What follows belongs to an exercise in optimizing a design on an open flow for small area, a short achievable clock period and few clock cycles; a production flow would make more cautious choices. In this exercise RTL edits were held to simulation tests only and were not proved equivalent to the original.

==> v22 <==
==> flow/design.v (excerpt) <==
module wb_estimator (
    input  wire        clk,
    input  wire        rst,
    input  wire        start,
    input  wire [15:0] cfg_width,
    input  wire [15:0] cfg_height,
    input  wire [15:0] cfg_n,        
    input  wire [15:0] cfg_m,        
    input  wire [31:0] cfg_seed,
    output wire        busy,
    output reg         req_valid,
    input  wire        req_ready,
    output reg  [15:0] req_x,
    output reg  [15:0] req_y,
    input  wire        rsp_valid,
    input  wire [9:0]  rsp_r,
    input  wire [9:0]  rsp_g,
    input  wire [9:0]  rsp_b,
    output reg         done,
    output reg  [1:0]  status,       
    output reg  [31:0] gain_r,
    output reg  [31:0] gain_g,
    output reg  [31:0] gain_b,
    output wire [31:0] seed_out
);
clock: 30.0 ns
lec_check: 0
cap_margin: 20
core_margin: 2
core_utilization: 60
slew_margin: 20
standard.sh (not shown) runs the stock make flow with config.mk's settings and CLKGATE_MAP_FILE= SYNTH_SCRIPT=/design/flow/synth_recipe.tcl, a recipe that flattens the netlist after the stock synthesis.
==> flow/flow/run.sh <==
#!/bin/bash
# The standard layout (the standard flow's config.mk, constraints and synthesis,
# called through standard.sh), with one change: the timing repair that ORFS
# runs after clock-tree synthesis and after global routing aims at a setup
# slack of 22.8 ns on the design's 30 ns clock instead of 0 ns, so that it
# sizes the port buffers and the slowest paths for an achieved period of
# about 7.2 ns. make's full output goes to standard.log; each ORFS step keeps
# its own log under orfs/logs/.
set -euo pipefail
export SETUP_SLACK_MARGIN=22.8
bash standard.sh > standard.log 2>&1
==> v31: changes against v22 <==
--- a/flow/design.v
+++ b/flow/design.v
@@ -28,23 +28,25 @@
     localparam ST_REJECTED = 2'd2;
     localparam P_RUN  = 2'd0;        
     localparam P_SQ   = 2'd1;        
     localparam P_SQRT = 2'd2;        
     localparam P_DIV  = 2'd3;        
     reg         busy_i;              
     reg         busy_o;              
     assign busy = busy_o;
-    wire        finish;              
     reg         gen_on;              
     reg         v_val;               
     reg         acc;                 
     reg         last;                
     reg         first;               
-    wire        adv = !req_valid || req_ready;   
+    reg         sk_valid;            
+    reg  [14:0] sk_x, sk_y;          
+    wire        adv  = !sk_valid;    
+    wire        ofree = !req_valid || req_ready;
     reg  [1:0]  phase;
     reg  [4:0]  step;
     wire        step_end_sq = step == 5'd25;
     wire        step_end_dv = step == 5'd16;
     reg  [15:0] dim_x, dim_y;        
     reg  [15:0] n_cfg;
     wire        cfg_rej  = dim_x[15:2] == 14'd0 && dim_x[1:0] != 2'd3 ||
                            dim_y[15:2] == 14'd0 && dim_y[1:0] != 2'd3;
@@ -73,17 +75,18 @@
             end
             for (i = 10; i < 26; i = i + 1) begin
                 acc26[i] = t[i] ^ c;
                 c = c & t[i];
             end
         end
     endfunction
     reg  [31:0] seed;
-    assign seed_out = seed;
+    reg  [31:0] seed_o;              
+    assign seed_out = seed_o;
     wire [30:0] seed1;               
     wire [31:0] seed2;               
     wb_lcg2 u_lcg (.s(seed), .seed1(seed1), .seed2(seed2));
     reg  [15:0] gn, gm;              
     localparam [14:0] CUTS = 15'b001_0101_0100_1000;
     localparam NP = 5;               
     reg  [NP-1:0] pv;                
     wire [30*NP-1:0] cutq;           
@@ -144,39 +147,31 @@
                 assign wy[j+1] = oy;
             end
         end
     endgenerate
     reg  [15:0] rn, rm;              
     reg         rfirst;              
     reg  [9:0]  mx_r, mx_g, mx_b;
     reg  [25:0] tot_r, tot_g, tot_b;
-    reg         rv;
-    reg  [9:0]  rr, rg, rb;
-    always @(posedge clk) begin
-        rr <= rsp_r;
-        rg <= rsp_g;
-        rb <= rsp_b;
-    end
-    wire [9:0]  cur_r = (rfirst || rr > mx_r) ? rr : mx_r;
-    wire [9:0]  cur_g = (rfirst || rg > mx_g) ? rg : mx_g;
-    wire [9:0]  cur_b = (rfirst || rb > mx_b) ? rb : mx_b;
+    wire [9:0]  cur_r = (rfirst || rsp_r > mx_r) ? rsp_r : mx_r;
+    wire [9:0]  cur_g = (rfirst || rsp_g > mx_g) ? rsp_g : mx_g;
+    wire [9:0]  cur_b = (rfirst || rsp_b > mx_b) ? rsp_b : mx_b;
     wire        rsp_end = rn == 16'd1;
     wire [25:0] nt_r = acc26(tot_r, mx_r);
     wire [25:0] nt_g = acc26(tot_g, mx_g);
     wire [25:0] nt_b = acc26(tot_b, mx_b);
     wire [53:0] sreg = cutq[53:0];     
     wire [28:0] sr   = cutq[88:60];    
     wire [25:0] tq   = cutq[115:90];   
     wire        sat_r = cutq[116], sat_g = cutq[117], sat_b = cutq[118];
     wire [25:0] rem_r = cutq[145:120];
-    reg         m0_r, m0_g, m0_b;   
-    wire [25:0] sq_a = m0_r ? tot_r : 26'd0;
-    wire [25:0] sq_b = m0_g ? tot_g : 26'd0;
-    wire [25:0] sq_c = m0_b ? tot_b : 26'd0;
+    wire [25:0] sq_a = gain_r[0] ? tot_r : 26'd0;
+    wire [25:0] sq_b = gain_g[0] ? tot_g : 26'd0;
+    wire [25:0] sq_c = gain_b[0] ? tot_b : 26'd0;
     wire [27:0] sq_p  = sreg[53:26];
     wire [27:0] sq_s1 = sq_p ^ {2'd0, sq_a} ^ {2'd0, sq_b};
     wire [28:0] sq_c1 = {sq_p & {2'd0, sq_a} | sq_p & {2'd0, sq_b} | {2'd0, sq_a & sq_b}, 1'b0};
     wire [28:0] sq_s2 = {1'b0, sq_s1} ^ sq_c1 ^ {3'd0, sq_c};
     wire [28:0] sq_c2 = {sq_s1[27:0] & sq_c1[27:0] | sq_s1[27:0] & {2'd0, sq_c} | sq_c1[27:0] & {2'd0, sq_c}, 1'b0};
     wire [28:0] sq_sum;
     wire        sq_co;
     wb_add #(29) u_sq (.a(sq_s2), .b(sq_c2), .ci(1'b0), .s(sq_sum), .co(sq_co));
@@ -234,80 +229,91 @@
                 if (sat_on) fin_next[118:116] = {sat_b | q_b, sat_g | q_g, sat_r | q_r};
             end
             default: begin  
                 fin_next[115:90]  = tq << 1;
                 fin_next[145:120] = nr_r;
             end
         endcase
     end
-    assign finish = cfg_bad || sq0_zero || busy_i && phase == P_DIV && step_end_dv;
     always @(posedge clk) begin
         if (rst) begin
             busy_i    <= 1'b0;
-            rv        <= 1'b0;
             busy_o    <= 1'b0;
             done      <= 1'b0;
             req_valid <= 1'b0;
+            sk_valid  <= 1'b0;
             gen_on    <= 1'b0;
             v_val     <= 1'b0;
             pv        <= {NP{1'b0}};
             acc       <= 1'b0;
             last      <= 1'b0;
             first     <= 1'b0;
         end else begin
             done  <= 1'b0;
             first <= go;
-            busy_i <= (go || busy_i) && !finish;
             if (go) begin
+                busy_i <= 1'b1;
                 busy_o <= 1'b1;
                 gen_on <= 1'b1;
             end
-            if (finish) begin
-                busy_o <= 1'b0;
+            if (cfg_bad || sq0_zero ||
+                busy_i && phase == P_DIV && step_end_dv) begin
+                busy_i <= 1'b0; busy_o <= 1'b0;
                 done <= 1'b1;
             end
+            if (ofree) begin
+                req_valid <= sk_valid || pv[NP-1];
+                sk_valid  <= 1'b0;
+            end else if (!sk_valid && pv[NP-1]) begin
+                sk_valid  <= 1'b1;
+            end
             if (adv) begin
-                req_valid <= pv[NP-1];
                 pv        <= {pv[NP-2:0], v_val};
                 v_val     <= gen_on && !cfg_bad;
                 if (gen_on && gn == 16'd1 && gm == 16'd1) gen_on <= 1'b0;
             end
             if (cfg_bad) begin
                 gen_on    <= 1'b0;
             end
-            rv  <= rsp_valid;
-            acc <= rv && rsp_end;
-            if (rv && rsp_end && rm == 16'd1) last <= 1'b1;
+            acc <= rsp_valid && rsp_end;
+            if (rsp_valid && rsp_end && rm == 16'd1) last <= 1'b1;
             if (run_end) last <= 1'b0;
         end
     end
     always @(posedge clk) begin
         if (!busy_i) begin
+            seed_o   <= cfg_seed;
             dim_x    <= cfg_width;
             dim_y    <= cfg_height;
             n_cfg    <= cfg_n;
             gn       <= cfg_n;
             gm       <= cfg_m;
             rn       <= cfg_n;
             rm       <= cfg_m;
             seed     <= cfg_seed;
             rfirst   <= 1'b1;
         end
         if (first) begin
             dim_x <= {dec16({1'b0, dim_x[15:1]}), dim_x[0]};
             dim_y <= {dec16({1'b0, dim_y[15:1]}), dim_y[0]};
         end
+        if (ofree) begin
+            req_x <= {1'b0, sk_valid ? sk_x : wx[15]} + 16'd1;
+            req_y <= {1'b0, sk_valid ? sk_y : wy[15]} + 16'd1;
+        end else if (!sk_valid) begin
+            sk_x <= wx[15];
+            sk_y <= wy[15];
+        end
         if (adv) begin
-            req_x <= {1'b0, wx[15]} + 16'd1;
-            req_y <= {1'b0, wy[15]} + 16'd1;
             if (gen_on) begin
                 vx     <= seed1[30:16];
                 vy     <= seed2[30:16];
-                if (!cfg_bad) seed <= seed2;
+                seed   <= seed2;
+                if (!cfg_bad) seed_o <= seed2;
                 if (gn == 16'd1) begin
                     gn <= n_cfg;
                     gm <= dec16(gm);
                 end else begin
                     gn <= dec16(gn);
                 end
             end
         end
@@ -316,17 +322,17 @@
             gm <= 16'd0;
             rn <= 16'd0;
             rm <= 16'd0;
         end
         if (div_on) begin
             {gm[9:0], gn} <= nr_g;
             {rm[9:0], rn} <= nr_b;
         end
-        if (rv) begin
+        if (rsp_valid) begin
             mx_r <= cur_r;
             mx_g <= cur_g;
             mx_b <= cur_b;
             rfirst <= rsp_end;
             if (rsp_end) begin
                 rn <= n_cfg;
                 rm <= dec16(rm);
             end else begin
@@ -362,28 +368,22 @@
                     tot_b <= nt_b;
                 end
                 if (run_end) begin
                     phase  <= P_SQ;
                     step   <= 5'd0;
                     gain_r <= {6'd0, nt_r};
                     gain_g <= {6'd0, nt_g};
                     gain_b <= {6'd0, nt_b};
-                    m0_r   <= nt_r[0];
-                    m0_g   <= nt_g[0];
-                    m0_b   <= nt_b[0];
                 end
             end
             P_SQ: begin
                 gain_r <= gain_r >> 1;
                 gain_g <= gain_g >> 1;
                 gain_b <= gain_b >> 1;
-                m0_r   <= gain_r[1];
-                m0_g   <= gain_g[1];
-                m0_b   <= gain_b[1];
                 step   <= step + 5'd1;
                 if (step_end_sq) begin
                     phase <= P_SQRT;
                     step  <= 5'd0;
                 end
                 if (sq0_zero) begin
                     gain_r <= 32'd65536;
                     gain_g <= 32'd65536;
@@ -454,18 +454,17 @@
     assign s = p0[W:1] ^ gc[W-1:0];
     assign co = gc[W];
 endmodule
 module wb_lcg2 (
     input  wire [31:0] s,
     output wire [30:0] seed1,    
     output wire [31:0] seed2     
 );
-    wire [31:0] m7; wire m7_co;
-    wb_add #(32) u_m7 (.a({s[28:0], 3'd0}), .b(~s), .ci(1'b1), .s(m7), .co(m7_co));
+    wire [31:0] m7 = {s[28:0], 3'd0} - s;
     wire hs1 = s[19] ^ ~s[17];
     wire hc2 = s[19] & ~s[17];
     wire hs3 = s[20] ^ ~s[18];
     wire hc4 = s[20] & ~s[18];
     wire hs5 = s[21] ^ ~s[19];
     wire hc6 = s[21] & ~s[19];
     wire hs7 = s[22] ^ ~s[20];
     wire hc8 = s[22] & ~s[20];
@@ -668,18 +667,17 @@
     wire fs205 = fc86 ^ fs147 ^ fc146;
     wire fc206 = fc86 & fs147 | fc146 & (fc86 ^ fs147);
     wire fs207 = fc90 ^ fs149 ^ fc148;
     wire fc208 = fc90 & fs149 | fc148 & (fc90 ^ fs149);
     wire fs209 = fc94 ^ fs151 ^ fc150;
     wire fc210 = fc94 & fs151 | fc150 & (fc94 ^ fs151);
     wire [30:0] seed1_a = {fs209 , fs207 , fs205 , fs203 , fs201 , fs199 , fs197 , fs195 , fs193 , fs191 , fs189 , fs187 , fs185 , fs183 , fs181 , fs179 , fs177 , fs175 , fs173 , fs171 , fs169 , fs167 , fs165 , fs163 , fs161 , fs159 , fs157 , fs155 , 1'b1 , s[1] , s[0]};
     wire [30:0] seed1_b = {fc208 , fc206 , fc204 , fc202 , fc200 , fc198 , fc196 , fc194 , fc192 , fc190 , fc188 , fc186 , fc184 , fc182 , fc180 , fc178 , fc176 , fc174 , fc172 , fc170 , fc168 , fc166 , fc164 , fc162 , fc160 , fc158 , fc156 , hc154 , hs153 , 1'b0 , 1'b1};
-    wire seed1_co;
-    wb_add #(31) u_seed1 (.a(seed1_a), .b(seed1_b), .ci(1'b0), .s(seed1), .co(seed1_co));
+    assign seed1 = seed1_a + seed1_b;
     wire hs211 = ~s[9] ^ s[3];
     wire hc212 = ~s[9] & s[3];
     wire fs213 = ~s[10] ^ s[4] ^ s[2];
     wire fc214 = ~s[10] & s[4] | s[2] & (~s[10] ^ s[4]);
     wire fs215 = ~s[11] ^ s[5] ^ s[3];
     wire fc216 = ~s[11] & s[5] | s[3] & (~s[11] ^ s[5]);
     wire fs217 = ~s[12] ^ s[6] ^ s[4];
     wire fc218 = ~s[12] & s[6] | s[4] & (~s[12] ^ s[6]);
@@ -912,11 +910,10 @@
     wire fs445 = fc338 ^ fs389 ^ fc388;
     wire fc446 = fc338 & fs389 | fc388 & (fc338 ^ fs389);
     wire fs447 = fc342 ^ fs391 ^ fc390;
     wire fc448 = fc342 & fs391 | fc390 & (fc342 ^ fs391);
     wire fs449 = fc346 ^ fs393 ^ fc392;
     wire fc450 = fc346 & fs393 | fc392 & (fc346 ^ fs393);
     wire [31:0] seed2_a = {fs449 , fs447 , fs445 , fs443 , fs441 , fs439 , fs437 , fs435 , fs433 , fs431 , fs429 , fs427 , fs425 , fs423 , fs421 , fs419 , fs417 , fs415 , fs413 , fs411 , fs409 , fs407 , fs405 , hs403 , hs401 , fs399 , fs397 , m7[0] , 1'b1 , 1'b1 , 1'b1 , 1'b1};
     wire [31:0] seed2_b = {fc448 , fc446 , fc444 , fc442 , fc440 , fc438 , fc436 , fc434 , fc432 , fc430 , fc428 , fc426 , fc424 , fc422 , fc420 , fc418 , fc416 , fc414 , fc412 , fc410 , fc408 , fc406 , hc404 , hc402 , fc400 , fc398 , hc396 , hs395 , ~m7[3] , ~m7[2] , ~m7[1] , ~m7[0]};
-    wire seed2_co;
-    wb_add #(32) u_seed2 (.a(seed2_a), .b(seed2_b), .ci(1'b0), .s(seed2), .co(seed2_co));
+    assign seed2 = seed2_a + seed2_b;
 endmodule
==> flow/run.sh (new file) <==
#!/bin/bash
# synth_recipe.tcl (not shown) runs the flow's synth.tcl, then flattens the netlist and writes it again
# the make line also repeats each setting of config.mk as NAME=value (left out here)
make -C /OpenROAD-flow-scripts/flow DESIGN_CONFIG=/design/flow/config.mk WORK_HOME=/design/flow/orfs CLKGATE_MAP_FILE= SYNTH_SCRIPT=/design/flow/synth_recipe.tcl finish
removed: flow/flow/run.sh
removed: flow/standard.sh
==> v24: changes against v22 <==
--- a/flow/design.v
+++ b/flow/design.v
@@ -454,18 +454,17 @@
     assign s = p0[W:1] ^ gc[W-1:0];
     assign co = gc[W];
 endmodule
 module wb_lcg2 (
     input  wire [31:0] s,
     output wire [30:0] seed1,    
     output wire [31:0] seed2     
 );
-    wire [31:0] m7; wire m7_co;
-    wb_add #(32) u_m7 (.a({s[28:0], 3'd0}), .b(~s), .ci(1'b1), .s(m7), .co(m7_co));
+    wire [31:0] m7 = {s[28:0], 3'd0} - s;
     wire hs1 = s[19] ^ ~s[17];
     wire hc2 = s[19] & ~s[17];
     wire hs3 = s[20] ^ ~s[18];
     wire hc4 = s[20] & ~s[18];
     wire hs5 = s[21] ^ ~s[19];
     wire hc6 = s[21] & ~s[19];
     wire hs7 = s[22] ^ ~s[20];
     wire hc8 = s[22] & ~s[20];
@@ -668,18 +667,17 @@
     wire fs205 = fc86 ^ fs147 ^ fc146;
     wire fc206 = fc86 & fs147 | fc146 & (fc86 ^ fs147);
     wire fs207 = fc90 ^ fs149 ^ fc148;
     wire fc208 = fc90 & fs149 | fc148 & (fc90 ^ fs149);
     wire fs209 = fc94 ^ fs151 ^ fc150;
     wire fc210 = fc94 & fs151 | fc150 & (fc94 ^ fs151);
     wire [30:0] seed1_a = {fs209 , fs207 , fs205 , fs203 , fs201 , fs199 , fs197 , fs195 , fs193 , fs191 , fs189 , fs187 , fs185 , fs183 , fs181 , fs179 , fs177 , fs175 , fs173 , fs171 , fs169 , fs167 , fs165 , fs163 , fs161 , fs159 , fs157 , fs155 , 1'b1 , s[1] , s[0]};
     wire [30:0] seed1_b = {fc208 , fc206 , fc204 , fc202 , fc200 , fc198 , fc196 , fc194 , fc192 , fc190 , fc188 , fc186 , fc184 , fc182 , fc180 , fc178 , fc176 , fc174 , fc172 , fc170 , fc168 , fc166 , fc164 , fc162 , fc160 , fc158 , fc156 , hc154 , hs153 , 1'b0 , 1'b1};
-    wire seed1_co;
-    wb_add #(31) u_seed1 (.a(seed1_a), .b(seed1_b), .ci(1'b0), .s(seed1), .co(seed1_co));
+    assign seed1 = seed1_a + seed1_b;
     wire hs211 = ~s[9] ^ s[3];
     wire hc212 = ~s[9] & s[3];
     wire fs213 = ~s[10] ^ s[4] ^ s[2];
     wire fc214 = ~s[10] & s[4] | s[2] & (~s[10] ^ s[4]);
     wire fs215 = ~s[11] ^ s[5] ^ s[3];
     wire fc216 = ~s[11] & s[5] | s[3] & (~s[11] ^ s[5]);
     wire fs217 = ~s[12] ^ s[6] ^ s[4];
     wire fc218 = ~s[12] & s[6] | s[4] & (~s[12] ^ s[6]);
@@ -912,11 +910,10 @@
     wire fs445 = fc338 ^ fs389 ^ fc388;
     wire fc446 = fc338 & fs389 | fc388 & (fc338 ^ fs389);
     wire fs447 = fc342 ^ fs391 ^ fc390;
     wire fc448 = fc342 & fs391 | fc390 & (fc342 ^ fs391);
     wire fs449 = fc346 ^ fs393 ^ fc392;
     wire fc450 = fc346 & fs393 | fc392 & (fc346 ^ fs393);
     wire [31:0] seed2_a = {fs449 , fs447 , fs445 , fs443 , fs441 , fs439 , fs437 , fs435 , fs433 , fs431 , fs429 , fs427 , fs425 , fs423 , fs421 , fs419 , fs417 , fs415 , fs413 , fs411 , fs409 , fs407 , fs405 , hs403 , hs401 , fs399 , fs397 , m7[0] , 1'b1 , 1'b1 , 1'b1 , 1'b1};
     wire [31:0] seed2_b = {fc448 , fc446 , fc444 , fc442 , fc440 , fc438 , fc436 , fc434 , fc432 , fc430 , fc428 , fc426 , fc424 , fc422 , fc420 , fc418 , fc416 , fc414 , fc412 , fc410 , fc408 , fc406 , hc404 , hc402 , fc400 , fc398 , hc396 , hs395 , ~m7[3] , ~m7[2] , ~m7[1] , ~m7[0]};
-    wire seed2_co;
-    wb_add #(32) u_seed2 (.a(seed2_a), .b(seed2_b), .ci(1'b0), .s(seed2), .co(seed2_co));
+    assign seed2 = seed2_a + seed2_b;
 endmodule
==> v27: changes against v22 <==
--- a/flow/design.v
+++ b/flow/design.v
@@ -34,17 +34,20 @@
     reg         busy_o;              
     assign busy = busy_o;
     wire        finish;              
     reg         gen_on;              
     reg         v_val;               
     reg         acc;                 
     reg         last;                
     reg         first;               
-    wire        adv = !req_valid || req_ready;   
+    reg         sk_valid;            
+    reg  [14:0] sk_x, sk_y;          
+    wire        adv  = !sk_valid;    
+    wire        ofree = !req_valid || req_ready;
     reg  [1:0]  phase;
     reg  [4:0]  step;
     wire        step_end_sq = step == 5'd25;
     wire        step_end_dv = step == 5'd16;
     reg  [15:0] dim_x, dim_y;        
     reg  [15:0] n_cfg;
     wire        cfg_rej  = dim_x[15:2] == 14'd0 && dim_x[1:0] != 2'd3 ||
                            dim_y[15:2] == 14'd0 && dim_y[1:0] != 2'd3;
@@ -73,17 +76,18 @@
             end
             for (i = 10; i < 26; i = i + 1) begin
                 acc26[i] = t[i] ^ c;
                 c = c & t[i];
             end
         end
     endfunction
     reg  [31:0] seed;
-    assign seed_out = seed;
+    reg  [31:0] seed_o;              
+    assign seed_out = seed_o;
     wire [30:0] seed1;               
     wire [31:0] seed2;               
     wb_lcg2 u_lcg (.s(seed), .seed1(seed1), .seed2(seed2));
     reg  [15:0] gn, gm;              
     localparam [14:0] CUTS = 15'b001_0101_0100_1000;
     localparam NP = 5;               
     reg  [NP-1:0] pv;                
     wire [30*NP-1:0] cutq;           
@@ -242,16 +246,17 @@
     assign finish = cfg_bad || sq0_zero || busy_i && phase == P_DIV && step_end_dv;
     always @(posedge clk) begin
         if (rst) begin
             busy_i    <= 1'b0;
             rv        <= 1'b0;
             busy_o    <= 1'b0;
             done      <= 1'b0;
             req_valid <= 1'b0;
+            sk_valid  <= 1'b0;
             gen_on    <= 1'b0;
             v_val     <= 1'b0;
             pv        <= {NP{1'b0}};
             acc       <= 1'b0;
             last      <= 1'b0;
             first     <= 1'b0;
         end else begin
             done  <= 1'b0;
@@ -260,54 +265,66 @@
             if (go) begin
                 busy_o <= 1'b1;
                 gen_on <= 1'b1;
             end
             if (finish) begin
                 busy_o <= 1'b0;
                 done <= 1'b1;
             end
+            if (ofree) begin
+                req_valid <= sk_valid || pv[NP-1];
+                sk_valid  <= 1'b0;
+            end else if (!sk_valid && pv[NP-1]) begin
+                sk_valid  <= 1'b1;
+            end
             if (adv) begin
-                req_valid <= pv[NP-1];
                 pv        <= {pv[NP-2:0], v_val};
                 v_val     <= gen_on && !cfg_bad;
                 if (gen_on && gn == 16'd1 && gm == 16'd1) gen_on <= 1'b0;
             end
             if (cfg_bad) begin
                 gen_on    <= 1'b0;
             end
             rv  <= rsp_valid;
             acc <= rv && rsp_end;
             if (rv && rsp_end && rm == 16'd1) last <= 1'b1;
             if (run_end) last <= 1'b0;
         end
     end
     always @(posedge clk) begin
         if (!busy_i) begin
+            seed_o   <= cfg_seed;
             dim_x    <= cfg_width;
             dim_y    <= cfg_height;
             n_cfg    <= cfg_n;
             gn       <= cfg_n;
             gm       <= cfg_m;
             rn       <= cfg_n;
             rm       <= cfg_m;
             seed     <= cfg_seed;
             rfirst   <= 1'b1;
         end
         if (first) begin
             dim_x <= {dec16({1'b0, dim_x[15:1]}), dim_x[0]};
             dim_y <= {dec16({1'b0, dim_y[15:1]}), dim_y[0]};
         end
+        if (ofree) begin
+            req_x <= {1'b0, sk_valid ? sk_x : wx[15]} + 16'd1;
+            req_y <= {1'b0, sk_valid ? sk_y : wy[15]} + 16'd1;
+        end else if (!sk_valid) begin
+            sk_x <= wx[15];
+            sk_y <= wy[15];
+        end
         if (adv) begin
-            req_x <= {1'b0, wx[15]} + 16'd1;
-            req_y <= {1'b0, wy[15]} + 16'd1;
             if (gen_on) begin
                 vx     <= seed1[30:16];
                 vy     <= seed2[30:16];
-                if (!cfg_bad) seed <= seed2;
+                seed   <= seed2;
+                if (!cfg_bad) seed_o <= seed2;
                 if (gn == 16'd1) begin
                     gn <= n_cfg;
                     gm <= dec16(gm);
                 end else begin
                     gn <= dec16(gn);
                 end
             end
         end
@@ -454,18 +471,17 @@
     assign s = p0[W:1] ^ gc[W-1:0];
     assign co = gc[W];
 endmodule
 module wb_lcg2 (
     input  wire [31:0] s,
     output wire [30:0] seed1,    
     output wire [31:0] seed2     
 );
-    wire [31:0] m7; wire m7_co;
-    wb_add #(32) u_m7 (.a({s[28:0], 3'd0}), .b(~s), .ci(1'b1), .s(m7), .co(m7_co));
+    wire [31:0] m7 = {s[28:0], 3'd0} - s;
     wire hs1 = s[19] ^ ~s[17];
     wire hc2 = s[19] & ~s[17];
     wire hs3 = s[20] ^ ~s[18];
     wire hc4 = s[20] & ~s[18];
     wire hs5 = s[21] ^ ~s[19];
     wire hc6 = s[21] & ~s[19];
     wire hs7 = s[22] ^ ~s[20];
     wire hc8 = s[22] & ~s[20];
@@ -668,18 +684,17 @@
     wire fs205 = fc86 ^ fs147 ^ fc146;
     wire fc206 = fc86 & fs147 | fc146 & (fc86 ^ fs147);
     wire fs207 = fc90 ^ fs149 ^ fc148;
     wire fc208 = fc90 & fs149 | fc148 & (fc90 ^ fs149);
     wire fs209 = fc94 ^ fs151 ^ fc150;
     wire fc210 = fc94 & fs151 | fc150 & (fc94 ^ fs151);
     wire [30:0] seed1_a = {fs209 , fs207 , fs205 , fs203 , fs201 , fs199 , fs197 , fs195 , fs193 , fs191 , fs189 , fs187 , fs185 , fs183 , fs181 , fs179 , fs177 , fs175 , fs173 , fs171 , fs169 , fs167 , fs165 , fs163 , fs161 , fs159 , fs157 , fs155 , 1'b1 , s[1] , s[0]};
     wire [30:0] seed1_b = {fc208 , fc206 , fc204 , fc202 , fc200 , fc198 , fc196 , fc194 , fc192 , fc190 , fc188 , fc186 , fc184 , fc182 , fc180 , fc178 , fc176 , fc174 , fc172 , fc170 , fc168 , fc166 , fc164 , fc162 , fc160 , fc158 , fc156 , hc154 , hs153 , 1'b0 , 1'b1};
-    wire seed1_co;
-    wb_add #(31) u_seed1 (.a(seed1_a), .b(seed1_b), .ci(1'b0), .s(seed1), .co(seed1_co));
+    assign seed1 = seed1_a + seed1_b;
     wire hs211 = ~s[9] ^ s[3];
     wire hc212 = ~s[9] & s[3];
     wire fs213 = ~s[10] ^ s[4] ^ s[2];
     wire fc214 = ~s[10] & s[4] | s[2] & (~s[10] ^ s[4]);
     wire fs215 = ~s[11] ^ s[5] ^ s[3];
     wire fc216 = ~s[11] & s[5] | s[3] & (~s[11] ^ s[5]);
     wire fs217 = ~s[12] ^ s[6] ^ s[4];
     wire fc218 = ~s[12] & s[6] | s[4] & (~s[12] ^ s[6]);
@@ -912,11 +927,10 @@
     wire fs445 = fc338 ^ fs389 ^ fc388;
     wire fc446 = fc338 & fs389 | fc388 & (fc338 ^ fs389);
     wire fs447 = fc342 ^ fs391 ^ fc390;
     wire fc448 = fc342 & fs391 | fc390 & (fc342 ^ fs391);
     wire fs449 = fc346 ^ fs393 ^ fc392;
     wire fc450 = fc346 & fs393 | fc392 & (fc346 ^ fs393);
     wire [31:0] seed2_a = {fs449 , fs447 , fs445 , fs443 , fs441 , fs439 , fs437 , fs435 , fs433 , fs431 , fs429 , fs427 , fs425 , fs423 , fs421 , fs419 , fs417 , fs415 , fs413 , fs411 , fs409 , fs407 , fs405 , hs403 , hs401 , fs399 , fs397 , m7[0] , 1'b1 , 1'b1 , 1'b1 , 1'b1};
     wire [31:0] seed2_b = {fc448 , fc446 , fc444 , fc442 , fc440 , fc438 , fc436 , fc434 , fc432 , fc430 , fc428 , fc426 , fc424 , fc422 , fc420 , fc418 , fc416 , fc414 , fc412 , fc410 , fc408 , fc406 , hc404 , hc402 , fc400 , fc398 , hc396 , hs395 , ~m7[3] , ~m7[2] , ~m7[1] , ~m7[0]};
-    wire seed2_co;
-    wb_add #(32) u_seed2 (.a(seed2_a), .b(seed2_b), .ci(1'b0), .s(seed2), .co(seed2_co));
+    assign seed2 = seed2_a + seed2_b;
 endmodule
==> notes <==
- Synthesized cell count, lowest first: v22, v24, v27, v31.
- In maximum frequency, v22 and v24 hardly differ.
- Area after synthesis, lowest first: v22, v24, v31, v27.
- v31 produced a clean layout. v22 went through all stages and came out clean. v27 went through all stages and came out clean. v24 passed the timing, DRC and antenna checks.
- Against v24, the critical path depth of v31 is higher by 23.
- Register-to-register slack, lowest first: v31, v22, v24, v27.
- Hold slack, lowest first: v27, v22, v24, v31.
- In v22 the count of clock-buffer cells in the layout is lower than in v27, by 5.
- In v22 the utilization is higher than in v24, by 1.4 points.
Testbench counts of v22, summed over its fixed seeds: cycles 25,470.
Testbench counts of v31, summed over its fixed seeds: cycles 25,406.
Testbench counts of v24, summed over its fixed seeds: cycles 25,470.
Testbench counts of v27, summed over its fixed seeds: cycles 25,470.

## afterwards: timing with drivers on the ports
No port has a modelled driver above. Below, the same layouts with a new extraction and two added sets of constraints. Step 1: set_driving_cell puts a clkbuf_16 on clk and a buf_2 on each other input, an assumption about the parent block. Step 2 times the ports against the registers' clock, not the clock port: input delays grow and output delays shrink by t, the midpoint of the rising clock arrivals with the driver on. a / b / c = no drivers / after step 1 / after step 2; a / b = the first two.
| run | shift t [ns] | setup slack, ns | clock arrival spread, ns | worst register clock-pin slew, ns | cell pins on the clock port's net |
|---|---|---|---|---|---|
| v22 | 0.744 | 22.643 / 22.565 / 22.110 | 0.031 / 0.031 | 0.06 / 0.06 | 1 |
| v31 | 0.727 | 21.656 / 21.645 / 21.226 | 0.028 / 0.028 | 0.07 / 0.07 | 1 |
| v24 | 0.717 | 22.639 / 22.564 / 22.429 | 0.035 / 0.034 | 0.07 / 0.07 | 1 |
| v27 | 0.739 | 22.757 / 22.682 / 22.343 | 0.024 / 0.024 | 0.07 / 0.07 | 1 |
After both steps setup and hold are still met in every run listed. For v22, which loses most, drivers alone change the setup slack by -0.078 ns; drivers and shift together by -0.533 ns.
